Context: an optimization exercise on an open-source flow, tuned for small area. The choices shown serve that exercise and are no tape-out recipe.
Only simulation tests tie the RTL to the original design; equivalence was not proved.
Power figures rest on the tool's default switching activity, not on a simulated workload.

==> flow/design.v <==
module crtc6845 (
    input             clk,
    input             rst,
    input             ce,
    input             bus_en,
    input             bus_rs,
    input             bus_rw,
    input      [7:0]  bus_din,
    input             lpstb,
    output     [7:0]  dout,
    output            de,
    output            hsync,
    output            vsync,
    output            cursor,
    output     [13:0] ma,
    output     [4:0]  ra,
    output            frame_start,
    output            geom_evt,
    output            geom_valid,
    output            upd_valid,
    output     [13:0] upd_addr,
    output            upd_strobe
);
    localparam [2:0] UPD_DELAY = 3'd4;
    function [15:0] add;
        input [15:0] a, b;
        input        ci;
        integer i;
        reg     c;
        begin
            c = ci;
            for (i = 0; i < 16; i = i + 1) begin
                add[i] = a[i] ^ b[i] ^ c;
                c      = (a[i] & b[i]) | (c & (a[i] ^ b[i]));
            end
        end
    endfunction
    function lt;
        input [15:0] a, b;
        integer i;
        reg     l;
        begin
            l = 1'b0;
            for (i = 0; i < 16; i = i + 1)
                l = (~a[i] & b[i]) | (~(a[i] ^ b[i]) & l);
            lt = l;
        end
    endfunction
    reg [7:0]  r_htotal, r_hdisp, r_hsync_pos, r_sync_width;
    reg        r_mode3, r_mode6, r_mode7;
    reg [6:0]  r_vtotal, r_vdisp, r_vsync_pos, r_cur_start;
    reg [4:0]  r_vtotal_adj, r_max_ras, r_cur_end;
    reg [13:0] r_disp_start, r_cursor_addr, r_lpen_addr, r_update_addr;
    reg [5:0]  al;
    reg [7:0]  cc;
    reg [4:0]  ra_q;
    reg [6:0]  lc;
    reg [4:0]  adj_ctr;
    reg        adj_active;
    reg [3:0]  vsw_ctr;
    reg        vs_q;
    reg        line_enable;
    reg [4:0]  blink_ctr;
    reg        cursor_state;
    reg [13:0] line_addr;
    reg        lpen_latched;
    reg        update_ready;
    reg [7:0]  deoff_rem, curon_rem, hson_rem;
    reg [4:0]  hsoff_rem;
    reg [2:0]  updadr_rem;
    reg        cur_q;
    reg        lpen_p;
    reg        lpen_cap;    
    reg        restart_q;
    reg [7:0]  dout_q;
    reg        frame_q, upd_valid_q, upd_strobe_q;
    reg [13:0] upd_addr_q;
    wire de_q    = |deoff_rem;
    wire hs_q    = |hsoff_rem;
    wire curon_p = |curon_rem;
    wire hson_p  = |hson_rem;
    wire updadr_p = |updadr_rem;
    function [5:0] satmul;
        input [4:0] k;
        input [4:0] mr;
        reg   [5:0] c;
        reg   [7:0] s;
        reg         ovf;
        begin
            c   = add({11'd0, mr}, 16'd0, 1'b1);
            ovf = (c[5] && k != 5'd0)
               || (k[1] && c[4]) || (k[2] && (c[4] || c[3]))
               || (k[3] && (c[4] || c[3] || c[2])) || (k[4] && (c[4] || c[3] || c[2] || c[1]));
            s   = add(add({11'd0, k[0] ? c[4:0] : 5'd0}, {11'd0, k[1] ? c[3:0] : 4'd0, 1'b0}, 1'b0),
                      add({11'd0, k[2] ? c[2:0] : 3'd0, 2'b0}, add({11'd0, k[3] ? c[1:0] : 2'd0, 3'b0},
                                                                 {11'd0, k[4] ? c[0] : 1'b0, 4'b0}, 1'b0), 1'b0), 1'b0);
            satmul = (ovf || s[7:5] != 3'd0) ? 6'd32 : {1'b0, s[4:0]};
        end
    endfunction
    wire [7:0] kv = add({9'd0, r_vsync_pos}, {8'd0, 1'b1, ~r_vtotal}, 1'b0);
    wire [7:0] kd = add({9'd0, r_vdisp}, {8'd0, 1'b1, ~r_vtotal}, 1'b0);
    wire [7:0] kv_abs = add({8'd0, kv ^ {8{kv[7]}}}, 16'd0, kv[7]);
    wire [5:0] pv = (kv_abs[7:5] != 3'd0) ? 6'd32 : satmul(kv_abs[4:0], r_max_ras);
    wire [5:0] pd = (kd[6:5] != 2'd0) ? 6'd32 : satmul(kd[4:0], r_max_ras);
    wire [6:0] vlim = add({11'd0, r_vtotal_adj}, {9'd0, {7{~kv[7]}} ^ {1'b0, pv}}, ~kv[7]) ^ 7'h40;
    wire v_son_ok  = lt(16'h40, {9'd0, vlim});
    wire v_disp_ok = kd[7] || !lt({11'd0, r_vtotal_adj}, pd);
    wire [9:0] dh = add({8'd0, r_htotal}, {6'h3F, 2'b11, ~r_hsync_pos}, 1'b1) ^ 10'h200;
    wire [7:0] hd_m1 = add({8'd0, r_hdisp}, 16'hFFFF, 1'b0);
    wire g_ok = (r_hdisp != 8'd0) && !lt({8'd0, r_htotal}, {8'd0, hd_m1})
             && dh[9]
             && (r_vdisp != 7'd0) && v_disp_ok && v_son_ok;
    wire [4:0] hsw_old = (r_sync_width[3:0] == 4'd0) ? 5'd16 : {1'b0, r_sync_width[3:0]};
    wire [4:0] hsw_new = (bus_din[3:0] == 4'd0) ? 5'd16 : {1'b0, bus_din[3:0]};
    wire [4:0] vsw_old = (r_sync_width[7:4] == 4'd0) ? 5'd16 : {1'b0, r_sync_width[7:4]};
    wire [4:0] vsw_new = (bus_din[7:4] == 4'd0) ? 5'd16 : {1'b0, bus_din[7:4]};
    wire [4:0] hsw_min = lt(hsw_old, hsw_new) ? hsw_old : hsw_new;
    wire [4:0] vsw_min = lt(vsw_old, vsw_new) ? vsw_old : vsw_new;
    wire sw_changed = ((bus_din[3:0] != r_sync_width[3:0]) && !lt({6'd0, dh}, {11'd0, hsw_min} | 16'h200))
                   || ((bus_din[7:4] != r_sync_width[7:4]) && lt({11'd0, vsw_min} | 16'h40, {9'd0, vlim}));
    reg field_changed;
    always @* begin
        case (al)
            6'd0:    field_changed = bus_din != r_htotal;
            6'd1:    field_changed = bus_din != r_hdisp;
            6'd2:    field_changed = bus_din != r_hsync_pos;
            6'd3:    field_changed = sw_changed;
            6'd4:    field_changed = bus_din[6:0] != r_vtotal;
            6'd5:    field_changed = bus_din[4:0] != r_vtotal_adj;
            6'd6:    field_changed = bus_din[6:0] != r_vdisp;
            6'd7:    field_changed = bus_din[6:0] != r_vsync_pos;
            6'd9:    field_changed = bus_din[4:0] != r_max_ras;
            default: field_changed = 1'b0;
        endcase
    end
    assign dout        = dout_q;
    assign de          = de_q;
    assign hsync       = hs_q;
    assign vsync       = vs_q;
    assign cursor      = cur_q;
    assign ma          = add({2'd0, line_addr}, {8'd0, cc}, 1'b0);
    assign ra          = ra_q;
    assign frame_start = frame_q;
    assign geom_evt    = restart_q && g_ok;
    assign geom_valid  = g_ok;
    assign upd_valid   = upd_valid_q;
    assign upd_addr    = upd_addr_q;
    assign upd_strobe  = upd_strobe_q;
    wire do_bus  = !rst && bus_en;
    wire do_lp   = !rst && !bus_en && lpstb;
    wire do_clk  = !rst && !bus_en && !lpstb && ce;
    wire do_sel  = do_bus && !bus_rs && !bus_rw;
    wire do_rdst = do_bus && !bus_rs &&  bus_rw;
    wire do_wr   = do_bus &&  bus_rs && !bus_rw;
    wire do_rd   = do_bus &&  bus_rs &&  bus_rw;
    wire [13:0] lpen_cur = lpen_cap ? ma : r_lpen_addr;
    wire [13:0] upd_inc = add({2'd0, r_update_addr}, 16'd0, 1'b1);
    wire t_phi2  = r_mode7 && r_mode3;
    wire t_blank = !r_mode7 && r_mode3;
    wire geom_restart = do_wr && field_changed;
    reg [7:0]  n_cc;
    reg [4:0]  n_ra;
    reg [6:0]  n_lc;
    reg [4:0]  n_adj_ctr;
    reg        n_adj_active;
    reg [3:0]  n_vsw_ctr;
    reg        n_vs, n_line_enable;
    reg [4:0]  n_blink_ctr;
    reg        n_cursor_state;
    reg [13:0] n_line_addr, n_update_addr;
    reg        n_lpen_latched, n_update_ready;
    reg        n_de, n_cur;
    reg [7:0]  n_deoff_rem, n_curon_rem, n_hson_rem;
    reg [4:0]  n_hsoff_rem;
    reg        n_lpen_p, n_lpen_cap;
    reg [2:0]  n_updadr_rem;
    reg [7:0]  n_dout;
    reg        n_frame, n_upd_valid, n_upd_strobe;
    reg [13:0] n_upd_addr;
    reg        line_due, deoff_due, curon_due, hson_due, lpen_due, updadr_due;
    reg        deoff_now, curon_now, hson_now, upd_trans;
    reg [4:0]  hsw;
    reg        tu;
    reg [14:0] cd;
    reg        cv;
    always @* begin
        n_cc           = cc;
        n_ra           = ra_q;
        n_lc           = lc;
        n_adj_ctr      = adj_ctr;
        n_adj_active   = adj_active;
        n_vsw_ctr      = vsw_ctr;
        n_vs           = vs_q;
        n_line_enable  = line_enable;
        n_blink_ctr    = blink_ctr;
        n_cursor_state = cursor_state;
        n_line_addr    = line_addr;
        n_update_addr  = r_update_addr;
        n_lpen_latched = lpen_latched;
        n_update_ready = update_ready;
        n_de           = de_q;
        n_cur          = cur_q;
        n_deoff_rem    = deoff_rem;
        n_curon_rem    = curon_rem;
        n_hson_rem     = hson_rem;
        n_hsoff_rem    = hsoff_rem;
        n_lpen_p       = lpen_p;
        n_lpen_cap     = 1'b0;
        n_updadr_rem   = updadr_rem;
        n_dout         = dout_q;
        n_frame        = 1'b0;
        n_upd_valid    = 1'b0;
        n_upd_strobe   = upd_strobe_q;
        n_upd_addr     = upd_addr_q;
        line_due = 1'b0; deoff_due = 1'b0; curon_due = 1'b0;
        hson_due = 1'b0; lpen_due = 1'b0; updadr_due = 1'b0;
        deoff_now = 1'b0; curon_now = 1'b0; hson_now = 1'b0; upd_trans = 1'b0;
        hsw = (r_sync_width[3:0] == 4'd0) ? 5'd16 : {1'b0, r_sync_width[3:0]};
        tu = 1'b0;
        cd = 15'd0;
        cv = 1'b0;
        if (do_rdst) begin
            n_dout = {update_ready, lpen_latched, !line_enable, 5'd0};
        end
        if (do_rd) begin
            case (al)
                6'd12:   n_dout = {2'd0, r_disp_start[13:8]};
                6'd13:   n_dout = r_disp_start[7:0];
                6'd14:   n_dout = {2'd0, r_cursor_addr[13:8]};
                6'd15:   n_dout = r_cursor_addr[7:0];
                6'd16:   begin n_dout = {2'd0, lpen_cur[13:8]}; n_lpen_latched = 1'b0; end
                6'd17:   begin n_dout = lpen_cur[7:0];          n_lpen_latched = 1'b0; end
                default: n_dout = 8'd0;
            endcase
            tu = (al == 6'd31);
        end
        if (do_wr) begin
            if (al == 6'd18) begin
                n_update_addr = {bus_din[5:0], r_update_addr[7:0]};
                if (t_phi2) upd_trans = 1'b1;
            end
            if (al == 6'd19) begin
                n_update_addr = {r_update_addr[13:8], bus_din};
                if (t_phi2) upd_trans = 1'b1;
            end
            tu = (al == 6'd31);
        end
        if (tu && r_mode3) begin
            if (t_phi2) begin
                n_update_addr = upd_inc;
                upd_trans = 1'b1;
            end else if (update_ready) begin
                n_update_ready = 1'b0;
                if (!de_q) begin
                    n_updadr_rem = UPD_DELAY;
                end
            end
        end
        if (geom_restart) begin
            n_cc = 8'd0;
        end
        if (do_lp) begin
            n_lpen_p = 1'b1;
        end
        if (do_clk) begin
            n_cc = add({8'd0, cc}, 16'd0, 1'b1);
            line_due = (cc == r_htotal);
            if (de_q)     begin deoff_due  = (deoff_rem == 8'd1);  n_deoff_rem  = add({8'd0, deoff_rem}, 16'hFFFF, 1'b0); end
            if (curon_p)  begin curon_due  = (curon_rem == 8'd1);  n_curon_rem  = add({8'd0, curon_rem}, 16'hFFFF, 1'b0); end
            if (hson_p)   begin hson_due   = (hson_rem == 8'd1);   n_hson_rem   = add({8'd0, hson_rem}, 16'hFFFF, 1'b0); end
            if (hs_q)     begin n_hsoff_rem = add({11'd0, hsoff_rem}, 16'hFFFF, 1'b0); end
            if (updadr_p) begin updadr_due = (updadr_rem == 3'd1); n_updadr_rem = add({13'd0, updadr_rem}, 16'hFFFF, 1'b0); end
            lpen_due   = lpen_p;    n_lpen_p   = 1'b0;
            if (deoff_due) begin
                n_de = 1'b0;
                if (!n_update_ready) n_updadr_rem = UPD_DELAY;
            end
            n_cur = 1'b0;
            if (curon_due) n_cur = 1'b1;
            if (hson_due)  n_hsoff_rem = hsw;
            if (line_due) begin
                n_cc = 8'd0;
                if (vs_q) begin
                    n_vsw_ctr = add({12'd0, vsw_ctr}, 16'd0, 1'b1);
                    if (n_vsw_ctr == r_sync_width[7:4])
                        n_vs = 1'b0;
                end
                if (ra_q == r_max_ras) begin
                    if (lc == r_vtotal) begin
                        n_adj_ctr    = 5'd0;
                        n_adj_active = 1'b1;
                    end
                    n_ra        = 5'd0;
                    n_lc        = add({9'd0, lc}, 16'd0, 1'b1);
                    n_line_addr = add({2'd0, line_addr}, {8'd0, r_hdisp}, 1'b0);
                    if (n_lc == r_vdisp) n_line_enable = 1'b0;
                    if (n_lc == r_vsync_pos) begin
                        n_vsw_ctr = 4'd0;
                        n_vs      = 1'b1;
                    end
                end else begin
                    n_ra = add({11'd0, ra_q}, 16'd0, 1'b1);
                end
                if (n_adj_active) begin
                    if (n_adj_ctr == r_vtotal_adj) begin
                        n_adj_active  = 1'b0;
                        n_ra          = 5'd0;
                        n_lc          = 7'd0;
                        n_line_addr   = r_disp_start;
                        n_line_enable = 1'b1;
                        if (r_vdisp == 7'd0) n_line_enable = 1'b0;
                        if (r_vsync_pos == 7'd0) begin
                            n_vsw_ctr = 4'd0;
                            n_vs      = 1'b1;
                        end
                        n_blink_ctr = add({11'd0, blink_ctr}, 16'd0, 1'b1);
                        case (r_cur_start[6:5])
                            2'd0: n_cursor_state = 1'b1;
                            2'd1: n_cursor_state = 1'b0;
                            2'd2: if (blink_ctr[3:0] == 4'hF) n_cursor_state = !cursor_state;
                            2'd3: if (blink_ctr[4:0] == 5'h1F) n_cursor_state = !cursor_state;
                        endcase
                        n_frame = 1'b1;
                    end else begin
                        n_adj_ctr = add({11'd0, n_adj_ctr}, 16'd0, 1'b1);
                    end
                end
                if (n_line_enable) begin
                    if (r_hdisp == 8'd0) begin
                        n_deoff_rem = 8'd0;
                        deoff_now   = 1'b1;
                    end else begin
                        n_deoff_rem = r_hdisp;
                    end
                    cd = add({2'd0, r_cursor_addr}, {2'b11, ~n_line_addr}, 1'b1);
                    cv = n_cursor_state && !cd[14] && (cd[13:8] == 6'd0) && lt(cd[7:0], r_hdisp)
                      && !lt(r_max_ras, r_cur_start[4:0]) && !lt(r_cur_end, r_cur_start[4:0])
                      && (lt(r_max_ras, r_cur_end) || (!lt(n_ra, r_cur_start[4:0]) && !lt(r_cur_end, n_ra)));
                    if (cv) begin
                        if (cd[7:0] == 8'd0) begin
                            n_curon_rem = 8'd0;
                            curon_now   = 1'b1;
                        end else begin
                            n_curon_rem = cd[7:0];
                        end
                    end
                end else begin
                    n_deoff_rem = 8'd0;
                end
                if (r_hsync_pos == 8'd0) begin
                    n_hson_rem = 8'd0;
                    hson_now   = 1'b1;
                end else begin
                    n_hson_rem = r_hsync_pos;
                end
                if (n_de != n_line_enable) begin
                    n_de = n_line_enable;
                    if (n_line_enable) begin
                        n_updadr_rem = 3'd0;
                        updadr_due   = 1'b0;
                    end else if (!n_update_ready) begin
                        n_updadr_rem = UPD_DELAY;
                    end
                end
            end
            if (lpen_due) begin
                n_lpen_cap     = 1'b1;
                n_lpen_latched = 1'b1;
            end
            if (updadr_due) upd_trans = 1'b1;
            if (deoff_now) begin
                n_de = 1'b0;
                if (!n_update_ready) n_updadr_rem = UPD_DELAY;
            end
            if (curon_now) n_cur = 1'b1;
            if (hson_now)  n_hsoff_rem = hsw;
        end
        if (upd_trans) begin
            n_upd_valid  = 1'b1;
            n_upd_addr   = n_update_addr;
            n_upd_strobe = r_mode6;
            if (!n_update_ready && t_blank) begin
                n_update_addr  = upd_inc;
                n_update_ready = 1'b1;
            end
        end
    end
    always @(posedge clk) begin
        if (rst) begin
            r_htotal <= 8'd0;  r_hdisp <= 8'd0;  r_hsync_pos <= 8'd0;  r_sync_width <= 8'd0;
            r_vtotal <= 7'd0;  r_vtotal_adj <= 5'd0;  r_vdisp <= 7'd0;  r_vsync_pos <= 7'd0;
            r_mode3 <= 1'b0;  r_mode6 <= 1'b0;  r_mode7 <= 1'b0;
            r_max_ras <= 5'd0;  r_cur_start <= 7'd0;  r_cur_end <= 5'd0;
            r_disp_start <= 14'd0;  r_cursor_addr <= 14'd0;  r_lpen_addr <= 14'd0;  r_update_addr <= 14'd0;
            al <= 6'd0;
            cc <= 8'd0;  ra_q <= 5'd0;  lc <= 7'd0;  adj_active <= 1'b0;
            vs_q <= 1'b0;  line_enable <= 1'b0;  blink_ctr <= 5'd0;
            cursor_state <= 1'b0;  line_addr <= 14'd0;  lpen_latched <= 1'b0;  update_ready <= 1'b1;
            cur_q <= 1'b0;
            deoff_rem <= 8'd0;  curon_rem <= 8'd0;  hson_rem <= 8'd0;  hsoff_rem <= 5'd0;
            lpen_p <= 1'b0;  lpen_cap <= 1'b0;  updadr_rem <= 3'd0;
            restart_q <= 1'b0;
            dout_q <= 8'd0;  frame_q <= 1'b0;
            upd_valid_q <= 1'b0;  upd_addr_q <= 14'd0;  upd_strobe_q <= 1'b0;
        end else begin
            if (do_sel) al <= bus_din[5:0];
            if (do_wr) begin
                case (al)
                    6'd0:  r_htotal      <= bus_din;
                    6'd1:  r_hdisp       <= bus_din;
                    6'd2:  r_hsync_pos   <= bus_din;
                    6'd3:  r_sync_width  <= bus_din;
                    6'd4:  r_vtotal      <= bus_din[6:0];
                    6'd5:  r_vtotal_adj  <= bus_din[4:0];
                    6'd6:  r_vdisp       <= bus_din[6:0];
                    6'd7:  r_vsync_pos   <= bus_din[6:0];
                    6'd8:  begin r_mode3 <= bus_din[3]; r_mode6 <= bus_din[6]; r_mode7 <= bus_din[7]; end
                    6'd9:  r_max_ras     <= bus_din[4:0];
                    6'd10: r_cur_start   <= bus_din[6:0];
                    6'd11: r_cur_end     <= bus_din[4:0];
                    6'd12: r_disp_start[13:8]  <= bus_din[5:0];
                    6'd13: r_disp_start[7:0]   <= bus_din;
                    6'd14: r_cursor_addr[13:8] <= bus_din[5:0];
                    6'd15: r_cursor_addr[7:0]  <= bus_din;
                    default: ;
                endcase
            end
            if (lpen_cap) r_lpen_addr <= ma;
            lpen_cap <= n_lpen_cap;  r_update_addr <= n_update_addr;
            restart_q <= geom_restart;
            cc <= n_cc;  ra_q <= n_ra;  lc <= n_lc;  adj_active <= n_adj_active;
            vs_q <= n_vs;  line_enable <= n_line_enable;
            blink_ctr <= n_blink_ctr;  cursor_state <= n_cursor_state;  line_addr <= n_line_addr;
            lpen_latched <= n_lpen_latched;  update_ready <= n_update_ready;
            cur_q <= n_cur;
            deoff_rem <= n_de ? n_deoff_rem : 8'd0;
            curon_rem <= n_curon_rem;  hson_rem <= n_hson_rem;  hsoff_rem <= n_hsoff_rem;
            lpen_p <= n_lpen_p;  updadr_rem <= n_updadr_rem;
            dout_q <= n_dout;  frame_q <= n_frame;
            upd_valid_q <= n_upd_valid;  upd_addr_q <= n_upd_addr;  upd_strobe_q <= n_upd_strobe;
        end
    end
    always @(posedge clk) begin
        adj_ctr <= n_adj_ctr;
        vsw_ctr <= n_vsw_ctr;
    end
endmodule
==> flow/flow/run.sh <==
#!/bin/bash
# Own layout flow: the standard flow (standard.sh, ORFS scripts and
# settings) with three changes that only affect how the netlist is mapped:
#  - ABC maps the logic with an area-oriented script (&deepsyn, then dch +
#    amap twice)
#    in place of ORFS's abc_area.script;
#  - no ADDER_MAP_FILE, so the ripple arithmetic of the RTL is left to ABC
#    instead of being extracted into fa/ha cells first;
#  - ports are buffered with sky130_fd_sc_hd__buf_1 (still one buffer per port).
# Each tool's output goes to the ORFS logs under orfs/logs; the make output
# goes to standard_flow.log in this folder.
set -euo pipefail
here=$(pwd)
mkdir -p "$here/scripts_mod"
cp -r "$FLOW_HOME/scripts/." "$here/scripts_mod/"
cp "$here/flow/abc_area.script" "$here/scripts_mod/abc_area.script"
bash "$here/standard.sh" SCRIPTS_DIR="$here/scripts_mod" ADDER_MAP_FILE= \
    "BUFFER_PORTS_ARGS=-buffer_cell sky130_fd_sc_hd__buf_1" finish > "$here/standard_flow.log" 2>&1
==> flow/flow/abc_area.script <==
strash
&get -n
&deepsyn -J 50 -T 300
&put
dch -f
amap
strash
dch -f
amap
topo
==> flow/standard.sh <==
#!/bin/bash
# synth_recipe.tcl (not shown) runs the flow's synth.tcl, then flattens the netlist and writes it again
# the make line also repeats each setting of config.mk as NAME=value (left out here)
make -C /OpenROAD-flow-scripts/flow DESIGN_CONFIG=/design/flow/config.mk WORK_HOME=/design/flow/orfs CLKGATE_MAP_FILE= SYNTH_SCRIPT=/design/flow/synth_recipe.tcl "${@:-finish}"
==> flow/config.mk <==
export PLATFORM = sky130hd
export DESIGN_NAME = crtc6845
export DESIGN_NICKNAME = crtc6845
export VERILOG_FILES = /design/flow/design.v
export SDC_FILE = /design/flow/constraint.sdc
export NUM_CORES = 4
export LEC_CHECK = 0
export ABC_AREA = 1
export CAP_MARGIN = 20
export CORE_MARGIN = 2
export CORE_UTILIZATION = 40
export CTS_BUF_LIST = sky130_fd_sc_hd__clkbuf_16
export CTS_CLUSTER_DIAMETER = 100
export CTS_CLUSTER_SIZE = 20
export GPL_TIMING_DRIVEN = 0
export PLACE_DENSITY = 0.6
export SLEW_MARGIN = 20
==> flow/constraint.sdc <==
create_clock -name core_clock -period 15.0 [get_ports {clk}]
set_input_delay 3.0000 -clock core_clock [delete_from_list [all_inputs] [get_ports {clk}]]
set_output_delay 3.0000 -clock core_clock [all_outputs]
set_load 0.01 [all_outputs]
==> flow_metrics.tcl, run 1 <==
set metrics [dict create \
    synth.area.top_cells "dfxtp_1, o22ai_1, clkinv_1" \
    place_hpwl_um 37710 \
    synthArstFlopShare_pct 0 \
    yosys.area.top_type_share_pct 35.62 \
    design_area_um2 15200 \
    cts_hold_buf 0 \
    crit_type "reg2reg" \
    status "finished clean" \
    clk_pin_slew_ns 0.08 \
    layout-drive-gt1-share_pct 1.634 \
    die_x_um 189.9 \
    fin_crit_sh_pct 70.89 \
    fmax_ghz 0.09405 \
    area_growth_syn_to_layout_pct 9.927 \
    first_global_vias 14040 \
    root_buffer "clkbuf_16" \
    period_minus_slack_ns 10.63 \
    ir_worst_vdd_v 0.00009321 \
    synth_cell_types 48 \
    portBuffers 64 \
    required_ns 15.41 \
    first_pass_iters 7 \
    cpPeakStageDelay_ns 0.80 \
    cts_tree "done" \
    slew_headroom_pct 19.95 \
    detail_route.wirelength_um 51660 \
    crit_path_top_delay_cell "clkinv_1" \
    crit_arrival_ns 11.04 \
    antenna_found_initial 1 \
    n_antenna_cell 0 \
    dr.first_iter.drc_count 1543 \
    cts_max_level 1 \
    rsz0062_at_grt "false" \
    ys_warn_count 1 \
    cp_max_fo 20 \
    drc_errors 0 \
    crit_buf_inv 6 \
    grt_pass1_wl_um 79980 \
    place.gp.congestion 0.9697 \
    grtUsageTotal_pct 27.95 \
    synth_cells 1927 \
    grt_max_degree 32 \
    worst_path_most_repeated_cell "o21ai_0" \
    numCtsBuffers 17 \
    end_kind "flip-flop" \
    core_area_um2 34290 \
    start_kind "flip-flop" \
    setup_ws_ns 4.367 \
    hold_class "reg2reg" \
    hold_violations 0 \
    syn-num-nets 1942 \
    final_max_slew_viol_count 0 \
    post-cts-setup-buffers 0 \
    wl_per_cell_um 20.88 \
    placed_cell_area_um2 14730 \
    netlist_area_um2 13830 \
    place_ws_ns 4.545 \
    die-area_um2 36070 \
    synthFlopType "dfxtp_1" \
    grt.overflow.total 0 \
    worstMarginPinSlew_ns 1.171 \
    crit_family "compound AO/OA/AOI/OAI gates" \
    finalSetupTns_ns 0 \
    num_rows 68 \
    clockBufferDepth 3 \
    p_leak_uw 0.004827 \
    maxCapViolCount 0 \
    cts_resized 0 \
    setup_viol 0 \
    yosys_register_bits 255 \
    fin_skew_ns 0.03491 \
    io_pins 65 \
    yosys.area.top_type "dfxtp_1" \
    yosysSeqAreaShare_pct 37.57 \
    finalNetCount 2030 \
    power_density_nw_per_um2 111.7 \
    vias 15450 \
    syn_avg_cell_area_um2 7.175 \
    synth_edf_count 9 \
    cts_sinks 255 \
    start_util_pct 40.32 \
    worstSkewPairLatency_ns 0.52 \
    drtAntennaViolNets 0 \
    vias_per_cell 6.246 \
    die_y_um 189.9 \
]
[registers in the layout, summed over array words and instances, names as in the netlist, 14 cells and up]
name,count
line_addr,14
r_update_addr,14
r_lpen_addr,14
r_cursor_addr,14
r_disp_start,14
upd_addr_q,14
[per-layer routing]
metal | global-route usage [%] | vias to the layer above | share of wire, %
met5 | 0 | - | 0.017
met4 | 9.302 | 2 | 3.6
met3 | 3.523 | 116 | 7.4
met2 | 44.69 | 681 | 44
met1 | 38.99 | 7281 | 45
li1 | - | 7373 | -
[synth_stat cells, types with 11 or more instances]
library cell    n
a2111oi_0      14
a211oi_1       14
a21oi_1       130
a221oi_1       19
a222oi_1       20
a22oi_1        27
a31oi_1        21
clkinv_1      295
dfxtp_1       246
nand2_1       146
nand3_1        22
nor2_1        290
nor2b_1        11
nor3_1         44
nor4_1         27
o21a_1         26
o21ai_0       152
o221ai_1       20
o22ai_1       262
o32ai_1        14
or3_1          36
[cell type report]
class | count | area, um2
clock buffers | 17 | 425.4
repair buffers | 69 | 297.8
flip-flops and latches | 255 | 5195
well taps | 455 | 569.3
clock inverters | 6 | 47.55
inverters | 295 | 1110
multi-input cells | 1377 | 7553
fillers | 3602 | 19090
[cells in the final DEF (no fill, tap or decap), drive strengths merged, types with 11 or more instances in the layout]
| cell | netlist | final |
|---|---|---|
| nand3 | 22 | 22 |
| o32ai | 14 | 14 |
| a222oi | 20 | 20 |
| a221oi | 19 | 19 |
| a21oi | 130 | 130 |
| nor2 | 290 | 290 |
| a31oi | 21 | 21 |
| a211oi | 14 | 14 |
| nor2b | 11 | 11 |
| o22ai | 262 | 262 |
| clkinv | 295 | 297 |
| o221ai | 20 | 20 |
| a2111oi | 14 | 14 |
| o21a | 26 | 26 |
| a22oi | 27 | 27 |
| nand2 | 146 | 146 |
| nor3 | 44 | 44 |
| buf | 0 | 69 |
| clkbuf | 0 | 17 |
| dfxtp | 246 | 246 |
| or3 | 36 | 36 |
| nor4 | 27 | 27 |
| o21ai | 152 | 152 |
[report_power, final]
| group | switching (uW) | total (uW) | internal [uW] | leakage (uW) |
|---|---|---|---|---|
| Combinational | 391 | 525 | 134 | 0.00252 |
| Sequential | 15.9 | 714 | 698 | 0.00207 |
| Clock | 249 | 459 | 209 | 0.000239 |
| Total | 656 | 1700 | 1040 | 0.00483 |
[worst reg2reg max path: cells and delay by family (launching register included)]
family,cells,cell delay (ns)
flip-flops,1,0.68
buffers and inverters,6,2.20
AND/OR/NAND/NOR,12,2.66
AO/OA/AOI/OAI,19,4.99
[path summary, 6_finish.rpt]
check	startpoint	endpoint	slack, ns	cells past startpoint
setup reg to reg	r_max_ras[0]	cur_q	4.37	37
setup / recovery	r_max_ras[0]	cur_q	4.37	37
hold / removal	upd_addr_q[7]	upd_addr_q[7]	0.46	2
hold reg to reg	upd_addr_q[7]	upd_addr_q[7]	0.46	2
[per-stage QoR]
stage                     total power (uW)  hold WS, ns  std cells  util, %
final                                 1698       0.4612       2474    44.33
after detailed placement              1240       0.4467       2451    42.95
after global routing                  1775       0.4770       2474    44.33
after floorplan                       1050       0.4298       1927        -
after global placement                1228       0.4447       2446    42.68
after CTS                             1698       0.4606       2474    44.33
[cells by family (layout without fill, tap and decap cells)]
logic type	Yosys count	after routing	synth area share, %
AO/OA/AOI/OAI	763	763	35.07
XOR/XNOR	1	1	0.06336
AND/OR/NAND/NOR	613	613	19.29
flip-flops	255	255	37.57
buffers and inverters	295	387	8.009
==> run 2: changes to the inputs <==
==> flow/flow/run.sh (replaced) <==
#!/bin/bash
# Own layout flow: the standard flow (standard.sh, ORFS scripts and
# settings) with these changes to how the layout is made:
#  - ABC maps the logic with an area-oriented script (&deepsyn, then dch +
#    amap twice) in place of ORFS's abc_area.script;
#  - no ADDER_MAP_FILE, so the ripple arithmetic of the RTL is left to ABC
#    instead of being extracted into fa/ha cells first;
#  - ports are buffered with sky130_fd_sc_hd__buf_1 (still one buffer per port);
#  - the clock tree uses clusters of 25 sinks under clkbuf_16 leaf buffers, a
#    clkbuf_4 root and no dummy loads.
# Each tool's output goes to its own log under orfs/logs; the make output
# goes to standard_flow.log in this folder.
set -euo pipefail
here=$(pwd)
mkdir -p "$here/scripts_mod"
cp -r "$FLOW_HOME/scripts/." "$here/scripts_mod/"
cp "$here/flow/abc_area.script" "$here/scripts_mod/abc_area.script"
cts="-sink_clustering_enable -repair_clock_nets -sink_clustering_size 25"
cts="$cts -sink_clustering_max_diameter 100 -buf_list sky130_fd_sc_hd__clkbuf_16"
cts="$cts -root_buf sky130_fd_sc_hd__clkbuf_4 -dont_use_dummy_load"
bash "$here/standard.sh" SCRIPTS_DIR="$here/scripts_mod" ADDER_MAP_FILE= \
    "BUFFER_PORTS_ARGS=-buffer_cell sky130_fd_sc_hd__buf_1" "CTS_ARGS=$cts" \
    finish > "$here/standard_flow.log" 2>&1
--- a/flow/config.mk
+++ b/flow/config.mk
@@ -13,3 +13,3 @@
 export CTS_CLUSTER_DIAMETER = 100
-export CTS_CLUSTER_SIZE = 20
+export CTS_CLUSTER_SIZE = 25
 export GPL_TIMING_DRIVEN = 0
==> run 2 against run 1 <==
Still clean. Sequential power about the same. Critical path depth unchanged. Non-clock buffer count is the same. Synthesized cell count unchanged. Worst setup slack lost 0.18 ns. Total power down 4.8%. Synthesized area stayed put. Die area is the same. Worst hold slack improved by 0.00076 ns. Critical path type unchanged.
==> flow_metrics.tcl, run 2 <==
set metrics [dict create \
    yosys_register_bits 255 \
    required_ns 15.51 \
    p_leak_uw 0.004750 \
    place.gp.congestion 0.9697 \
    core_area_um2 34290 \
    grt.overflow.total 0 \
    end_kind "flip-flop" \
    worst_path_most_repeated_cell "o21ai_0" \
    final_common_cell "clkinv_1" \
    worstSkewPairLatency_ns 0.75 \
    final_max_slew_viol_count 0 \
    crit_type "reg2reg" \
    detail_route.wirelength_um 51320 \
    synth_top_cells_by_count "clkinv_1, nor2_1, o22ai_1" \
    period_minus_slack_ns 10.81 \
    internal_power_uw 982.4 \
    setup_viol 0 \
    wl_per_cell_um 20.80 \
    p_switching_uw 633.1 \
    status "finished clean" \
    clk_pin_slew_ns 0.10 \
    post-cts-setup-buffers 0 \
    area_growth_syn_to_layout_pct 8.860 \
    yosys.area.top_type_share_pct 35.62 \
    grt_pass1_wl_um 79520 \
    numCtsBuffers 15 \
    multiInputGateArea_um2 7553 \
    ir_worst_vdd_v 0.00008733 \
    place_hpwl_um 37710 \
    worstMarginPinSlew_ns 1.150 \
    fin_skew_ns 0.1262 \
    netlist_area_um2 13830 \
    fin_crit_sh_pct 72.07 \
    dr_wl_met3_um 3981 \
    synthFlopType "dfxtp_1" \
    ys_warn_count 1 \
    maxCapViolCount 0 \
    clockBufferDepth 3 \
    drc_errors 0 \
    synth_cells 1927 \
    grt_max_degree 32 \
    fmax_ghz 0.09250 \
    hold-worst-slack_ns 0.4619 \
    cts_tree "done" \
    synthArstFlopShare_pct 0 \
    syn_avg_cell_area_um2 7.175 \
    cts_resized 0 \
    vias 15320 \
    antenna_found_initial 1 \
    yosys.area.top_type "dfxtp_1" \
    cts_sinks 255 \
    yosysSeqAreaShare_pct 37.57 \
    slew_headroom_pct 21.34 \
    drtAntennaViolNets 0 \
    die_y_um 189.9 \
    hold_class "reg2reg" \
    start_util_pct 40.32 \
    cp_max_fo 20 \
    clkPwrFrac_pct 23.3 \
    hold_violations 0 \
    highest_layer "met4" \
    synth_cell_types 48 \
    finalNetCount 2028 \
    vias_per_cell 6.209 \
    synth_edf_count 9 \
    regArea_um2 5195 \
    dr_wl_met2_um 22890 \
    grtUsageTotal_pct 27.78 \
    first_global_vias 13960 \
    cts_hold_buf 0 \
    cpPeakStageDelay_ns 0.82 \
    io_pins 65 \
    start_kind "flip-flop" \
    die-area_um2 36070 \
    crit_arrival_ns 11.32 \
    layout-drive-gt1-share_pct 1.392 \
    die_x_um 189.9 \
    pwr-share-comb_pct 32.5 \
    finalSetupTns_ns 0 \
    crit_path_top_delay_cell "clkinv_1" \
    root_buffer "clkbuf_4" \
    syn-num-nets 1942 \
    synth.area.top_cells "dfxtp_1, o22ai_1, clkinv_1" \
    portBuffers 64 \
    first_pass_iters 8 \
    layout_common_cells "clkinv_1, nor2_1, o22ai_1, dfxtp_1, o21ai_0" \
    cts_max_level 1 \
    synthMostInstantiatedCell "clkinv_1" \
    seq_power_share_pct 44.2 \
    num_rows 68 \
    fill_cells 3626 \
    wl_met1_um 22760 \
    rsz0062_at_grt "false" \
    dr.first_iter.drc_count 1706 \
    power_density_nw_per_um2 107.3 \
    swShare_pct 39.19 \
]
[run 2: changes by cell type in the layout (fill, tap and decap cells not counted), sizes merged]
cell	delta
inv	-4
diode	+1
clkinv	-2
clkbuf	-2
[run 2: cells by family after synthesis]
group / Yosys count / share of synthesized area, %
AO/OA/AOI/OAI: 763 / 35.07
flip-flops: 255 / 37.57
buffers and inverters: 295 / 8.009
AND/OR/NAND/NOR: 613 / 19.29
XOR/XNOR: 1 / 0.06336
[run 2: worst max-delay path: cells and delay by family, from the launching register on]
family / cells / cell delay, ns
AOI/OAI and AO/OA: 19 / 4.97
buffers and inverters: 6 / 2.20
DFF: 1 / 0.70
and+or+nand+nor: 12 / 2.65
[run 2: path summary, 6_finish.rpt]
kind | start | to | slack (ns) | depth (start not counted)
worst min-delay path | upd_addr_q[7] | upd_addr_q[7] | 0.46 | 2
worst min register to register | upd_addr_q[7] | upd_addr_q[7] | 0.46 | 2
worst max register to register | r_max_ras[0] | cur_q | 4.19 | 37
worst max-delay path | r_max_ras[0] | cur_q | 4.19 | 37
[run 2: area by class of cell]
| cell class | instances | area share, % |
|---|---|---|
| Multi-Input combinational cell | 1377 | 50.19 |
| Sequential cell | 255 | 34.52 |
| Inverter | 295 | 7.374 |
| Tap cell | 455 | 3.783 |
| Clock buffer | 15 | 2.145 |
| Timing Repair Buffer | 69 | 1.979 |
| Antenna cell | 1 | 0.01663 |
[run 2: stage by stage]
stage	setup slack, ns	cell area [um2]	std cells	power [uW]	util, %
2_1_floorplan	6.702	13830	1927	1050	-
3_3_place_gp	0.9509	14640	2446	1228	42.68
3_5_place_dp	4.545	14730	2451	1240	42.95
4_1_cts	4.349	15050	2466	1611	43.89
5_1_grt	3.443	15050	2467	1688	43.90
6_report	4.189	15050	2467	1616	43.90
[run 2: metal layers]
metal	global-route usage (%)	vias up
li1	-	7353
met1	39.03	7140
met2	44.50	721
met3	3.007	103
met4	9.213	0
met5	0	-
[run 2: power by group through the flow]
stage	logic, uW	registers (uW)	clock network (uW)
finish	524	714	377
global placement	499	729	0
detailed placement	511	729	0
global route	567	716	405
CTS	513	714	385
floorplan	325	725	0
==> run 3: changes to the inputs <==
--- a/flow/flow/run.sh
+++ b/flow/flow/run.sh
@@ -8,3 +8,3 @@
 #  - ports are buffered with sky130_fd_sc_hd__buf_1 (still one buffer per port);
-#  - the clock tree uses clusters of 25 sinks under clkbuf_16 leaf buffers, a
+#  - the clock tree uses clusters of 12 sinks under clkbuf_8 leaf buffers, a
 #    clkbuf_4 root and no dummy loads.
@@ -17,4 +17,4 @@
 cp "$here/flow/abc_area.script" "$here/scripts_mod/abc_area.script"
-cts="-sink_clustering_enable -repair_clock_nets -sink_clustering_size 25"
-cts="$cts -sink_clustering_max_diameter 100 -buf_list sky130_fd_sc_hd__clkbuf_16"
+cts="-sink_clustering_enable -repair_clock_nets -sink_clustering_size 12"
+cts="$cts -sink_clustering_max_diameter 60 -buf_list sky130_fd_sc_hd__clkbuf_8"
 cts="$cts -root_buf sky130_fd_sc_hd__clkbuf_4 -dont_use_dummy_load"
--- a/flow/config.mk
+++ b/flow/config.mk
@@ -11,5 +11,5 @@
 export CORE_UTILIZATION = 40
-export CTS_BUF_LIST = sky130_fd_sc_hd__clkbuf_16
-export CTS_CLUSTER_DIAMETER = 100
-export CTS_CLUSTER_SIZE = 25
+export CTS_BUF_LIST = sky130_fd_sc_hd__clkbuf_8
+export CTS_CLUSTER_DIAMETER = 60
+export CTS_CLUSTER_SIZE = 12
 export GPL_TIMING_DRIVEN = 0
==> run 3 against run 2 <==
Clock power rose by 5%. Die area did not move. Maximum frequency rose by 0.91%. Clock-buffer cell count rose by 13. Sequential share of layout area fell by 0.10 points. Worst hold slack got worse by 0.0032 ns. Synthesized area did not move. First-iteration DRC count fell by 7.2%. Total power rose by 1.2%. Flip-flop and latch count did not move. Utilization rose by 0.13 points. Synthesized cell count did not move. Critical path type unchanged. Largest cell class unchanged.
==> flow_metrics.tcl, run 3 <==
set metrics [dict create \
    fin_total_pwr_uw 1635 \
    netlist_area_um2 13830 \
    setup_viol 0 \
    period_minus_slack_ns 10.71 \
    hold_class "reg2reg" \
    start_util_pct 40.32 \
    end_kind "flip-flop" \
    layout_common_cells "clkinv_1, nor2_1, o22ai_1, dfxtp_1, o21ai_0" \
    start_kind "flip-flop" \
    synthMostInstantiatedCell "clkinv_1" \
    required_ns 15.66 \
    numCtsBuffers 28 \
    detail_route.wirelength_um 51860 \
    synth_edf_count 9 \
    die-area_um2 36070 \
    place_hpwl_um 37710 \
    cpPeakStageDelay_ns 0.81 \
    p_leak_uw 0.004781 \
    drtAntennaViolNets 0 \
    synthFlopType "dfxtp_1" \
    syn-num-nets 1942 \
    slew_headroom_pct 22.02 \
    die_x_um 189.9 \
    hold_violations 0 \
    portBuffers 64 \
    cp_max_fo 20 \
    maxCapViolCount 0 \
    num_rows 68 \
    grt.overflow.total 0 \
    synth.area.top_cells "dfxtp_1, o22ai_1, clkinv_1" \
    rsz0062_at_grt "false" \
    grt_max_degree 32 \
    synthArstFlopShare_pct 0 \
    place.gp.congestion 0.9697 \
    crit_type "reg2reg" \
    finalSetupTns_ns 0 \
    layout-drive-gt1-share_pct 2.026 \
    die_y_um 189.9 \
    worst_path_most_repeated_cell "o21ai_0" \
    yosys.area.top_type_share_pct 35.62 \
    ys_warn_count 1 \
    crit_path_top_delay_cell "clkinv_1" \
    first_pass_iters 6 \
    status "finished clean" \
    yosysSeqAreaShare_pct 37.57 \
    io_pins 65 \
    cts_hold_buf 0 \
    fill_cells 3621 \
    ir_worst_vdd_v 0.00009192 \
    final_common_cell "clkinv_1" \
    dr.first_iter.drc_count 1584 \
    yosys_register_bits 255 \
    cts_tree "done" \
    fin_crit_sh_pct 71.42 \
    area_growth_syn_to_layout_pct 9.177 \
    final_max_slew_viol_count 0 \
    worstSkewPairLatency_ns 0.76 \
    cts_sinks 255 \
    grt_pass1_wl_um 80290 \
    synth_top_cells_by_count "clkinv_1, nor2_1, o22ai_1" \
    grtUsageTotal_pct 28.06 \
    cts_resized 0 \
    clk_pin_slew_ns 0.09 \
    synth_cells 1927 \
    vias 15360 \
    clockBufferDepth 3 \
    crit_arrival_ns 11.38 \
    vias_per_cell 6.192 \
    power_density_nw_per_um2 108.3 \
    post-cts-setup-buffers 0 \
    first_global_vias 14090 \
    wl_per_cell_um 20.91 \
    syn_avg_cell_area_um2 7.175 \
    antenna_found_initial 1 \
    drc_errors 0 \
    synth_cell_types 48 \
    fin_skew_ns 0.05204 \
    finalNetCount 2041 \
    worstMarginPinSlew_ns 1.140 \
    yosys.area.top_type "dfxtp_1" \
    core_area_um2 34290 \
    root_buffer "clkbuf_4" \
    cts_max_level 1 \
    fmax_ghz 0.09335 \
    hold-worst-slack_ns 0.4588 \
]
-- run 3: cell counts after synthesis --
No cell type changed its count.
-- run 3: path summary, 6_finish.rpt --
path                       from            end  slack (ns)  cells after the start
setup / recovery   r_max_ras[0]   curon_rem[0]        4.29                     37
hold / removal    upd_addr_q[7]  upd_addr_q[7]        0.46                      2
setup reg to reg   r_max_ras[0]   curon_rem[0]        4.29                     37
hold reg to reg   upd_addr_q[7]  upd_addr_q[7]        0.46                      2
-- run 3: power by group --
part	total (uW)	switching [uW]	internal [uW]
sequential	714	15.9	698
clock	396	241	155
combinational	524	391	134
-- run 3: metrics by stage --
step                instance area (um2)  instances  utilization, %  worst slack (ns)
floorplan                         13830       1927               -             6.702
finish                            15090       2480           44.02             4.287
global placement                  14640       2446           42.68            0.9509
global route                      15090       2480           44.02             3.550
CTS                               15090       2479           44.02             4.455
detailed placement                14730       2451           42.95             4.545
-- run 3: cell type report --
class / instances / area (um2) / share of cell area, %
multi-input cells: 1377 / 7553 / 50.04
flip-flops and latches: 255 / 5195 / 34.42
clock buffers: 28 / 366.6 / 2.429
well taps: 455 / 569.3 / 3.772
inverters: 295 / 1110 / 7.352
repair buffers: 69 / 297.8 / 1.973
diodes: 1 / 2.502 / 0.01658
-- run 3: worst max-delay path: cells and delay by family, from the launching register on --
family	cells	cell delay, ns
and+or+nand+nor	11	1.96
DFF	1	0.69
buffers and inverters	6	2.27
AOI/OAI and AO/OA	20	5.58
-- run 3: metal layers --
| layer | GRT usage (%) | wire length [um] |
|---|---|---|
| met1 | 38.87 | 22990 |
| met2 | 44.65 | 22880 |
| met3 | 3.874 | 4072 |
| met4 | 9.988 | 1921 |
| met5 | 0 | 0 |
-- run 3: kinds of logic (layout without fill, tap and decap cells) --
| kind of cell | Yosys count | count (layout) | share of synthesized area [%] |
|---|---|---|---|
| flops | 255 | 255 | 37.57 |
| simple gates | 613 | 613 | 19.29 |
| compound gates | 763 | 763 | 35.07 |
| xor+xnor | 1 | 1 | 0.06336 |
| buf+inv | 295 | 392 | 8.009 |
| other cells | 0 | 1 | 0 |
==> run 4: changes to the inputs <==
--- a/flow/design.v
+++ b/flow/design.v
@@ -120,17 +120,18 @@
                    || ((bus_din[7:4] != r_sync_width[7:4]) && lt({11'd0, vsw_min} | 16'h40, {9'd0, vlim}));
-    reg field_changed;
+    reg [7:0] fsel, fmask;
     always @* begin
+        fsel = 8'd0; fmask = 8'd0;
         case (al)
-            6'd0:    field_changed = bus_din != r_htotal;
-            6'd1:    field_changed = bus_din != r_hdisp;
-            6'd2:    field_changed = bus_din != r_hsync_pos;
-            6'd3:    field_changed = sw_changed;
-            6'd4:    field_changed = bus_din[6:0] != r_vtotal;
-            6'd5:    field_changed = bus_din[4:0] != r_vtotal_adj;
-            6'd6:    field_changed = bus_din[6:0] != r_vdisp;
-            6'd7:    field_changed = bus_din[6:0] != r_vsync_pos;
-            6'd9:    field_changed = bus_din[4:0] != r_max_ras;
-            default: field_changed = 1'b0;
+            6'd0:    begin fsel = r_htotal;             fmask = 8'hFF; end
+            6'd1:    begin fsel = r_hdisp;              fmask = 8'hFF; end
+            6'd2:    begin fsel = r_hsync_pos;          fmask = 8'hFF; end
+            6'd4:    begin fsel = {1'b0, r_vtotal};     fmask = 8'h7F; end
+            6'd5:    begin fsel = {3'b0, r_vtotal_adj}; fmask = 8'h1F; end
+            6'd6:    begin fsel = {1'b0, r_vdisp};      fmask = 8'h7F; end
+            6'd7:    begin fsel = {1'b0, r_vsync_pos};  fmask = 8'h7F; end
+            6'd9:    begin fsel = {3'b0, r_max_ras};    fmask = 8'h1F; end
+            default: ;
         endcase
     end
+    wire field_changed = (al == 6'd3) ? sw_changed : ((bus_din & fmask) != fsel);
     assign dout        = dout_q;
==> run 4 against run 3 <==
Register-to-register slack improved by 1.5 ns. Clock-buffer cell count grew 1. Total power shrank 20%. Clock skew increased by 0.028 ns. Worst setup slack better by 1.0 ns. First-iteration DRC count fell by 3.3%.
==> flow_metrics.tcl, run 4 <==
set metrics [dict create \
    grtUsageTotal_pct 27.05 \
    synth_cell_types 55 \
    fin_skew_ns 0.07988 \
    period_minus_slack_ns 9.701 \
    drtAntennaViolNets 0 \
    yosys.area.top_type "dfxtp_1" \
    worstMarginPinSlew_ns 1.107 \
    pwr-share-comb_pct 15.7 \
    clk_pin_slew_ns 0.09 \
    ys_warn_count 1 \
    die_x_um 189.5 \
    yosysSeqAreaShare_pct 37.76 \
    place_ws_ns 6.076 \
    syn_avg_cell_area_um2 7.140 \
    vias_per_cell 6.107 \
    synth_cells 1927 \
    clkPwrFrac_pct 31.0 \
    cts_max_level 1 \
    netlist_area_um2 13760 \
    swShare_pct 30.54 \
    yosys_register_bits 255 \
    grt_max_degree 42 \
    setup_viol 0 \
    dr.first_iter.drc_count 1532 \
    layout_common_cells "nor2_1, clkinv_1, dfxtp_1, o22ai_1, o21ai_0" \
    maxCapViolCount 0 \
    portBuffers 64 \
    synth_top_family_by_area "compound AO/OA/AOI/OAI gates" \
    yosys.area.top_type_share_pct 35.79 \
    antenna_found_initial 1 \
    root_buffer "clkbuf_4" \
    area_growth_syn_to_layout_pct 9.685 \
    first_pass_iters 5 \
    ir_worst_vdd_v 0.00005941 \
    seq_power_share_pct 53.2 \
    vias 15120 \
    place_hpwl_um 36460 \
    first_global_vias 13800 \
    required_ns 12.00 \
    synth_top_cells_by_count "nor2_1, clkinv_1, dfxtp_1" \
    hold_violations 0 \
    final_common_cell "nor2_1" \
    finalNetCount 2043 \
    synthArstFlopShare_pct 0 \
    finalSetupTns_ns 0 \
    detail_route.wirelength_um 49930 \
    start_kind "flip-flop" \
    core_area_um2 33700 \
    dr_wl_met2_um 22060 \
    cts_sinks 255 \
    rsz0062_at_grt "false" \
    worst_path_most_repeated_cell "o21ai_0" \
    p_leak_uw 0.004813 \
    grt.overflow.total 0 \
    internal_power_uw 906.9 \
    slew_headroom_pct 25.91 \
    io_pins 65 \
    syn-num-nets 1942 \
    hold_class "reg2reg" \
    wl_met1_um 22520 \
    highest_layer "met4" \
    worstSkewPairLatency_ns 0.79 \
    crit_arrival_ns 6.70 \
    cts_resized 0 \
    status "finished clean" \
    setup_ws_ns 5.299 \
    power_density_nw_per_um2 86.51 \
    fmax_ghz 0.1031 \
    synthFlopType "dfxtp_1" \
    post-cts-setup-buffers 0 \
    synth-simple-area-share_pct 20.71 \
    numCtsBuffers 29 \
    synthAdderAreaFrac_pct 0 \
    num_rows 67 \
    crit_type "reg2out" \
    layout-drive-gt1-share_pct 2.172 \
    synth.area.top_cells "dfxtp_1, o22ai_1, nor2_1" \
    synth_edf_count 9 \
    wl_per_cell_um 20.18 \
    p_switching_uw 398.7 \
    cts_hold_buf 0 \
    synthXorXnorAreaFrac_pct 0 \
    dr_wl_met3_um 3658 \
    synthMostInstantiatedCell "nor2_1" \
    fin_crit_sh_pct 64.68 \
    crit_path_top_delay_cell "a31oi_1" \
    clockBufferDepth 3 \
    cpPeakStageDelay_ns 0.68 \
    grt_pass1_wl_um 77260 \
    cts_tree "done" \
    drc_errors 0 \
    die_y_um 189.5 \
    cp_max_fo 11 \
    die-area_um2 35900 \
    start_util_pct 40.83 \
    synth-compound-area-share_pct 33.65 \
    place.gp.congestion 0.9482 \
    end_kind "output pin" \
    synth.area.mux_share_pct 0 \
    final_max_slew_viol_count 0 \
]
## run 4: power by group through the flow
| stage | Sequential [uW] | Combinational [uW] | Clock (uW) |
|---|---|---|---|
| floorplan | 709 | 127 | 0 |
| global placement | 710 | 191 | 0 |
| detailed placement | 711 | 199 | 0 |
| CTS | 695 | 200 | 413 |
| global route | 696 | 224 | 433 |
| finish | 695 | 205 | 405 |
## run 4: logic make-up (layout without fill, tap and decap cells)
| group | count (synthesis) | in the layout |
|---|---|---|
| AO/OA/AOI/OAI | 730 | 730 |
| AND/OR/NAND/NOR | 653 | 653 |
| buffers and inverters | 289 | 388 |
| flip-flops | 255 | 255 |
| other | 0 | 1 |
## run 4: cell type report
class / instances / area [um2]
Clock buffer: 29 / 380.4
Antenna cell: 1 / 2.502
Fill cell: 3511 / 18610
Sequential cell: 255 / 5195
Multi-Input combinational cell: 1383 / 7517
Tap cell: 448 / 560.5
Inverter: 289 / 1087
Timing Repair Buffer: 70 / 349.1
## run 4: worst max-delay path, delay by kind of cell, from the launching register on
| family | cells | cell delay (ns) |
|---|---|---|
| compound gates | 15 | 3.68 |
| buf+inv | 4 | 0.66 |
| flops | 1 | 0.50 |
| simple gates | 9 | 1.13 |
## run 4: final timing paths
kind | to | cells after the start | slack [ns] | startpoint
worst min register to register | upd_addr_q[5] | 2 | 0.46 | upd_addr_q[5]
worst max-delay path | geom_evt | 28 | 5.30 | r_vtotal[2]
worst min-delay path | upd_addr_q[5] | 2 | 0.46 | upd_addr_q[5]
worst max register to register | curon_rem[1] | 37 | 5.80 | r_max_ras[0]
## run 4: per-layer routing
metal  vias up  track usage [%]
li1       7314                -
met1      7041            37.62
met2       632            43.01
met3       128            3.781
met4         0            9.183
met5         -                0
## run 4: per-stage QoR
step                total power, uW  cells  instance area (um2)  util (%)  hold slack (ns)
floorplan                     835.5   1927                13760         -           0.4298
global placement              901.0   2439                14560     43.21           0.4461
detailed placement            910.0   2444                14680     43.55           0.4495
CTS                            1308   2473                15060     44.68           0.4666
global route                   1353   2475                15090     44.78           0.4743
finish                         1306   2475                15090     44.78           0.4629
==> run 5: changes to the inputs <==
--- a/flow/flow/run.sh
+++ b/flow/flow/run.sh
@@ -8,3 +8,3 @@
 #  - ports are buffered with sky130_fd_sc_hd__buf_1 (still one buffer per port);
-#  - the clock tree uses clusters of 12 sinks under clkbuf_8 leaf buffers, a
+#  - the clock tree uses clusters of 25 sinks under clkbuf_16 leaf buffers, a
 #    clkbuf_4 root and no dummy loads.
@@ -17,4 +17,4 @@
 cp "$here/flow/abc_area.script" "$here/scripts_mod/abc_area.script"
-cts="-sink_clustering_enable -repair_clock_nets -sink_clustering_size 12"
-cts="$cts -sink_clustering_max_diameter 60 -buf_list sky130_fd_sc_hd__clkbuf_8"
+cts="-sink_clustering_enable -repair_clock_nets -sink_clustering_size 25"
+cts="$cts -sink_clustering_max_diameter 100 -buf_list sky130_fd_sc_hd__clkbuf_16"
 cts="$cts -root_buf sky130_fd_sc_hd__clkbuf_4 -dont_use_dummy_load"
--- a/flow/config.mk
+++ b/flow/config.mk
@@ -11,5 +11,5 @@
 export CORE_UTILIZATION = 40
-export CTS_BUF_LIST = sky130_fd_sc_hd__clkbuf_8
-export CTS_CLUSTER_DIAMETER = 60
-export CTS_CLUSTER_SIZE = 12
+export CTS_BUF_LIST = sky130_fd_sc_hd__clkbuf_16
+export CTS_CLUSTER_DIAMETER = 100
+export CTS_CLUSTER_SIZE = 25
 export GPL_TIMING_DRIVEN = 0
==> run 5 against run 4 <==
Synthesized cell count is the same. Largest power group unchanged. Worst hold slack is essentially flat. Die area is the same. Largest cell class unchanged. Clock-buffer cell count shrank 14. Clock skew grew 0.013 ns. Maximum frequency grew 0.18%. Synthesized area is the same.
==> flow_metrics.tcl, run 5 <==
set metrics [dict create \
    numCtsBuffers 15 \
    drtAntennaViolNets 0 \
    grtUsageMet1_pct 37.93 \
    fmax_ghz 0.1033 \
    cp_max_fo 11 \
    start_util_pct 40.83 \
    root_buffer "clkbuf_4" \
    fin_skew_ns 0.09321 \
    syn_avg_cell_area_um2 7.140 \
    cts_resized 0 \
    p_leak_uw 0.004769 \
    worst_path_most_repeated_cell "o21ai_0" \
    synth_cell_types 55 \
    cts_hold_buf 0 \
    die_x_um 189.5 \
    dr.first_iter.drc_count 1530 \
    cpPeakStageDelay_ns 0.67 \
    grt.overflow.total 0 \
    end_kind "output pin" \
    grt_max_degree 42 \
    fin_crit_sh_pct 64.56 \
    die-area_um2 35900 \
    antenna_found_initial 1 \
    finalSetupTns_ns 0 \
    start_kind "flip-flop" \
    yosys_register_bits 255 \
    period_minus_slack_ns 9.684 \
    final_max_slew_viol_count 0 \
    use_met3_pct 2.984 \
    busiest_layer "met2" \
    cts_max_level 1 \
    io_pins 65 \
    fill_cells 3499 \
    clockBufferDepth 3 \
    regArea_um2 5195 \
    layout_common_cells "nor2_1, clkinv_1, dfxtp_1, o22ai_1, o21ai_0" \
    hold_class "reg2reg" \
    first_global_vias 13690 \
    hold_violations 0 \
    synth_top_cells_by_count "nor2_1, clkinv_1, dfxtp_1" \
    layout-drive-gt1-share_pct 1.491 \
    netlist_area_um2 13760 \
    power_density_nw_per_um2 85.12 \
    instances_no_fill 2461 \
    cts_sinks 255 \
    wl_per_cell_um 20.19 \
    setup_viol 0 \
    place.gp.congestion 0.9482 \
    hold-worst-slack_ns 0.4625 \
    crit_path_top_delay_cell "a31oi_1" \
    ys_warn_count 1 \
    slew_headroom_pct 25.76 \
    worstSkewPairLatency_ns 0.72 \
    synthArstFlopShare_pct 0 \
    finalNetCount 2029 \
    clk_pin_slew_ns 0.10 \
    met2_usage_pct 42.83 \
    place_hpwl_um 36460 \
    maxCapViolCount 0 \
    yosys.area.top_type "dfxtp_1" \
    synth_edf_count 9 \
    drc_errors 0 \
    crit_arrival_ns 6.68 \
    first_pass_iters 5 \
    grt_pass1_wl_um 77000 \
    grtUsageTotal_pct 26.97 \
    ir_worst_vdd_v 0.00007547 \
    dp.cells 2444 \
    core_area_um2 33700 \
    vias_per_cell 6.152 \
    syn-num-nets 1942 \
    yosys.area.top_type_share_pct 35.79 \
    cts_tree "done" \
    synth_cells 1927 \
    synthMostInstantiatedCell "nor2_1" \
    area_growth_syn_to_layout_pct 9.175 \
    final_common_cell "nor2_1" \
    status "finished clean" \
    crit_type "reg2out" \
    rsz0062_at_grt "false" \
    post-cts-setup-buffers 0 \
    multiInputGateArea_um2 7517 \
    detail_route.wirelength_um 49680 \
    num_rows 67 \
    die_y_um 189.5 \
    vias 15140 \
    worstMarginPinSlew_ns 1.107 \
    portBuffers 64 \
    yosysSeqAreaShare_pct 37.76 \
    synthFlopType "dfxtp_1" \
    required_ns 12.00 \
    synth.area.top_cells "dfxtp_1, o22ai_1, nor2_1" \
]
-- run 5: cell counts after synthesis --
Identical to the previous run, type by type.
-- run 5: logic make-up (layout without fill, tap and decap cells) --
logic type	Yosys count	in the layout	synth area share, %
other	0	1	0
AOI/OAI and AO/OA	730	730	33.65
and+or+nand+nor	653	653	20.71
buffers and inverters	289	374	7.884
DFF	255	255	37.76
-- run 5: area by class of cell --
cell class | count | share of cell area, %
sequential | 255 | 34.58
tap | 448 | 3.731
timing repair buffer | 70 | 2.241
multi-input combinational | 1383 | 50.04
inverter | 289 | 7.238
clock buffer | 15 | 2.149
antenna | 1 | 0.01666
-- run 5: critical path: cells and delay by family (launching register included) --
kind                   cells  cell delay, ns
buffers and inverters      4            0.66
flip-flops                 1            0.51
AND/OR/NAND/NOR            9            1.13
AO/OA/AOI/OAI             15            3.69
-- run 5: metal layers --
metal	vias to the layer above	share of wire [%]
li1	7291	-
met1	7084	45
met2	659	45
met3	106	7.6
met4	0	3.2
met5	-	0
-- run 5: per-stage QoR --
| step | setup slack [ns] | utilization, % | cell area (um2) | total power [uW] |
|---|---|---|---|---|
| detailed placement | 6.076 | 43.55 | 14680 | 910.0 |
| global placement | 1.602 | 43.21 | 14560 | 901.0 |
| global route | 4.581 | 44.58 | 15020 | 1327 |
| CTS | 5.339 | 44.51 | 15000 | 1283 |
| finish | 5.316 | 44.58 | 15020 | 1279 |
| floorplan | 7.063 | - | 13760 | 835.5 |
-- run 5: power by group --
part / switching (uW) / leakage (uW) / internal (uW) / total (uW)
Sequential: 6.78 / 0.00207 / 688 / 695
Clock: 229 / 0.000162 / 150 / 379
Combinational: 147 / 0.00254 / 57.3 / 205
Total: 383 / 0.00477 / 896 / 1280
-- run 5: final timing paths --
kind / cells after the start / startpoint / slack (ns) / to
setup / recovery: 28 / r_vtotal[2] / 5.32 / geom_evt
hold / removal: 2 / upd_addr_q[10] / 0.46 / upd_addr_q[10]
setup reg to reg: 37 / r_max_ras[0] / 5.94 / curon_rem[1]
hold reg to reg: 2 / upd_addr_q[10] / 0.46 / upd_addr_q[10]
==> run 6: changes to the inputs <==
--- a/flow/design.v
+++ b/flow/design.v
@@ -116,6 +116,6 @@
     wire [4:0] vsw_new = (bus_din[7:4] == 4'd0) ? 5'd16 : {1'b0, bus_din[7:4]};
-    wire [4:0] hsw_min = lt(hsw_old, hsw_new) ? hsw_old : hsw_new;
-    wire [4:0] vsw_min = lt(vsw_old, vsw_new) ? vsw_old : vsw_new;
-    wire sw_changed = ((bus_din[3:0] != r_sync_width[3:0]) && !lt({6'd0, dh}, {11'd0, hsw_min} | 16'h200))
-                   || ((bus_din[7:4] != r_sync_width[7:4]) && lt({11'd0, vsw_min} | 16'h40, {9'd0, vlim}));
+    wire sw_changed = ((bus_din[3:0] != r_sync_width[3:0])
+                       && (!lt({6'd0, dh}, {11'd0, hsw_old} | 16'h200) || !lt({6'd0, dh}, {11'd0, hsw_new} | 16'h200)))
+                   || ((bus_din[7:4] != r_sync_width[7:4])
+                       && (lt({11'd0, vsw_old} | 16'h40, {9'd0, vlim}) || lt({11'd0, vsw_new} | 16'h40, {9'd0, vlim})));
     reg [7:0] fsel, fmask;
==> run 6 against run 5 <==
Still clean. Non-clock buffer count shrank 3. Combinational power up about 20%. Worst setup slack got worse by 1.1 ns. Via count down 1.5%. Synthesized area decreased by 0.68%.
==> flow_metrics.tcl, run 6 <==
set metrics [dict create \
    status "finished clean" \
    first_pass_iters 5 \
    crit_arrival_ns 7.77 \
    num_rows 67 \
    synth_edf_count 9 \
    crit_cells 32 \
    drtAntennaViolNets 0 \
    ys_warn_count 1 \
    antenna_found_initial 3 \
    first_global_vias 13450 \
    drc_errors 0 \
    detail_route.wirelength_um 50140 \
    cts_hold_buf 0 \
    cpPeakStageDelay_ns 0.75 \
    synthArstFlopShare_pct 0 \
    place.gp.congestion 0.9788 \
    grt_pass1_wl_um 76850 \
    core_area_um2 33620 \
    wl_per_cell_um 20.52 \
    fin_total_pwr_uw 1323 \
    synth_cells 1913 \
    worstReg2RegEnd "curon_rem[2]" \
    dp.cells 2428 \
    clockBufferDepth 3 \
    synth_top_cells_by_count "nor2_1, clkinv_1, dfxtp_1" \
    worstSkewPairLatency_ns 0.71 \
    maxCapViolCount 0 \
    post-cts-setup-buffers 0 \
    whs_path_depth 2 \
    end_kind "output pin" \
    netlist_area_um2 13670 \
    layout-drive-gt1-share_pct 1.404 \
    yosys.area.top_type "dfxtp_1" \
    crit_buf_inv 3 \
    die_y_um 188.8 \
    hold_class "reg2reg" \
    yosys.area.top_type_share_pct 36.04 \
    rr_startpoint "r_max_ras[1]" \
    ir_worst_vdd_v 0.00006699 \
    min_to "upd_strobe_q" \
    crit_type "reg2out" \
    place_hpwl_um 37160 \
    syn-num-nets 1928 \
    start_kind "flip-flop" \
    grt.overflow.total 0 \
    vias_per_cell 6.099 \
    yosysSeqAreaShare_pct 38.02 \
    worst_path_most_repeated_cell "nor2_1" \
    io_pins 65 \
    synth.area.top_cells "dfxtp_1, o22ai_1, nor2_1" \
    grt_max_degree 66 \
    hold_start "r_mode6" \
    hold_violations 0 \
    power_density_nw_per_um2 89.03 \
    cts_resized 0 \
    final_common_cell "nor2_1" \
    place_ws_ns 5.080 \
    portBuffers 64 \
    fin_crit_sh_pct 71.78 \
    synthFlopType "dfxtp_1" \
    root_buffer "clkbuf_4" \
    vias 14910 \
    die-area_um2 35660 \
    setup_ws_ns 4.233 \
    die_x_um 188.8 \
    critPathLaunch "r_vsync_pos[1]" \
    slew_headroom_pct 19.90 \
    dr.first_iter.drc_count 1624 \
    syn_avg_cell_area_um2 7.144 \
    finalSetupTns_ns 0 \
    synth_cell_types 49 \
    p_leak_uw 0.004769 \
    crit_family "compound AO/OA/AOI/OAI gates" \
    yosys_register_bits 255 \
    instances_no_fill 2444 \
    worstMarginPinSlew_ns 1.194 \
    finalNetCount 2011 \
    cts_max_level 1 \
    layout_common_cells "nor2_1, clkinv_1, dfxtp_1, o22ai_1, o21ai_0" \
    cts_sinks 255 \
    setup_viol 0 \
    required_ns 12.00 \
    area_growth_syn_to_layout_pct 8.753 \
    numCtsBuffers 14 \
    synthMostInstantiatedCell "nor2_1" \
    r2r_setup_slack_ns 4.90 \
    hold-worst-slack_ns 0.4554 \
    rsz0062_at_grt "false" \
    cp_max_fo 10 \
    reg2regPathDepth 37 \
    fmax_ghz 0.09287 \
    start_util_pct 40.65 \
    crit_path_top_delay_cell "nor4b_1" \
    cts_tree "done" \
    grtUsageTotal_pct 27.35 \
    final_max_slew_viol_count 0 \
    clk_pin_slew_ns 0.10 \
    fin_skew_ns 0.05498 \
    period_minus_slack_ns 10.77 \
]
-- run 6: per-stage QoR --
step                      cell area, um2  utilization, %
after global routing               14860           44.21
after global placement             14470           43.03
after detailed placement           14550           43.29
final                              14860           44.21
after CTS                          14850           44.18
after floorplan                    13670               -
-- run 6: cell families after synthesis --
kind of cell,count (synthesis),synth area share [%]
AOI/OAI and AO/OA,708,32.83
buffers and inverters,283,7.773
DFF,255,38.01
and+or+nand+nor,667,21.38
-- run 6: worst max path at each step --
stage / to / slack, ns
after global routing: geom_evt / 3.62
after floorplan: curon_rem[6] / 7.14
after detailed placement: geom_evt / 5.08
after global placement: curon_rem[2] / 0.10
final: geom_evt / 4.23
after CTS: geom_evt / 4.36
-- run 6: cell type report --
| type | count | area [um2] |
|---|---|---|
| sequential | 255 | 5195 |
| clock buffer | 14 | 297.8 |
| antenna | 2 | 5.005 |
| tap | 448 | 560.5 |
| multi-input combinational | 1375 | 7448 |
| timing repair buffer | 67 | 285.3 |
| fill | 3526 | 18750 |
| inverter | 283 | 1070 |
-- run 6: per-layer routing --
layer / up-vias / global-route usage [%] / share of wire, %
li1: 7234 / - / -
met1: 6976 / 39.42 / 46
met2: 620 / 41.28 / 42
met3: 76 / 5.606 / 9.7
met4: 0 / 7.272 / 2.2
met5: - / 1.236 / 0
-- run 6: worst min-delay path: stages, from the launching register on --
cell      delay (ns)
dfxtp_1         0.32
clkinv_1        0.05
a21oi_1         0.05
-- run 6: power breakdown --
group / internal (uW) / switching [uW] / total (uW)
Clock: 139 / 232 / 371
Combinational: 67.2 / 179 / 246
Sequential: 693 / 12.6 / 706
Total: 899 / 424 / 1320

what the ideal ports hide:
The flow's constraints put no driver on any port. The routed layouts listed below were extracted and timed again, unchanged, in two steps.
Step 1 sets driving cells, clkbuf_16 on the clock port and buf_2 on the other inputs (assumed; they add their load-dependent delay and slew).
Step 2, shift: input delay + t, output delay - t, t = (earliest + latest rising clock arrival at the registers) / 2. This alone moves slack from input paths to output paths.
Slacks: ideal / step 1 / step 2; pairs: ideal / step 1.
run	t, ns	slack for setup (ns)	hold slack, ns	latest minus earliest clock arrival (ns)	pins driven straight from the clock port
run 1	0.556	4.367 / 4.367 / 4.367	0.461 / 0.461 / 0.461	0.035 / 0.035	1
run 2	0.731	4.189 / 4.189 / 4.189	0.462 / 0.462 / 0.462	0.126 / 0.126	1
run 3	0.782	4.287 / 4.287 / 4.287	0.459 / 0.459 / 0.459	0.052 / 0.052	1
run 4	0.792	5.299 / 5.253 / 5.797	0.463 / 0.463 / 0.463	0.080 / 0.080	1
run 5	0.724	5.316 / 5.268 / 5.935	0.463 / 0.463 / 0.463	0.093 / 0.094	1
run 6	0.730	4.233 / 4.185 / 4.899	0.455 / 0.455 / 0.455	0.058 / 0.058	1
After both steps setup and hold are still met in every run listed.
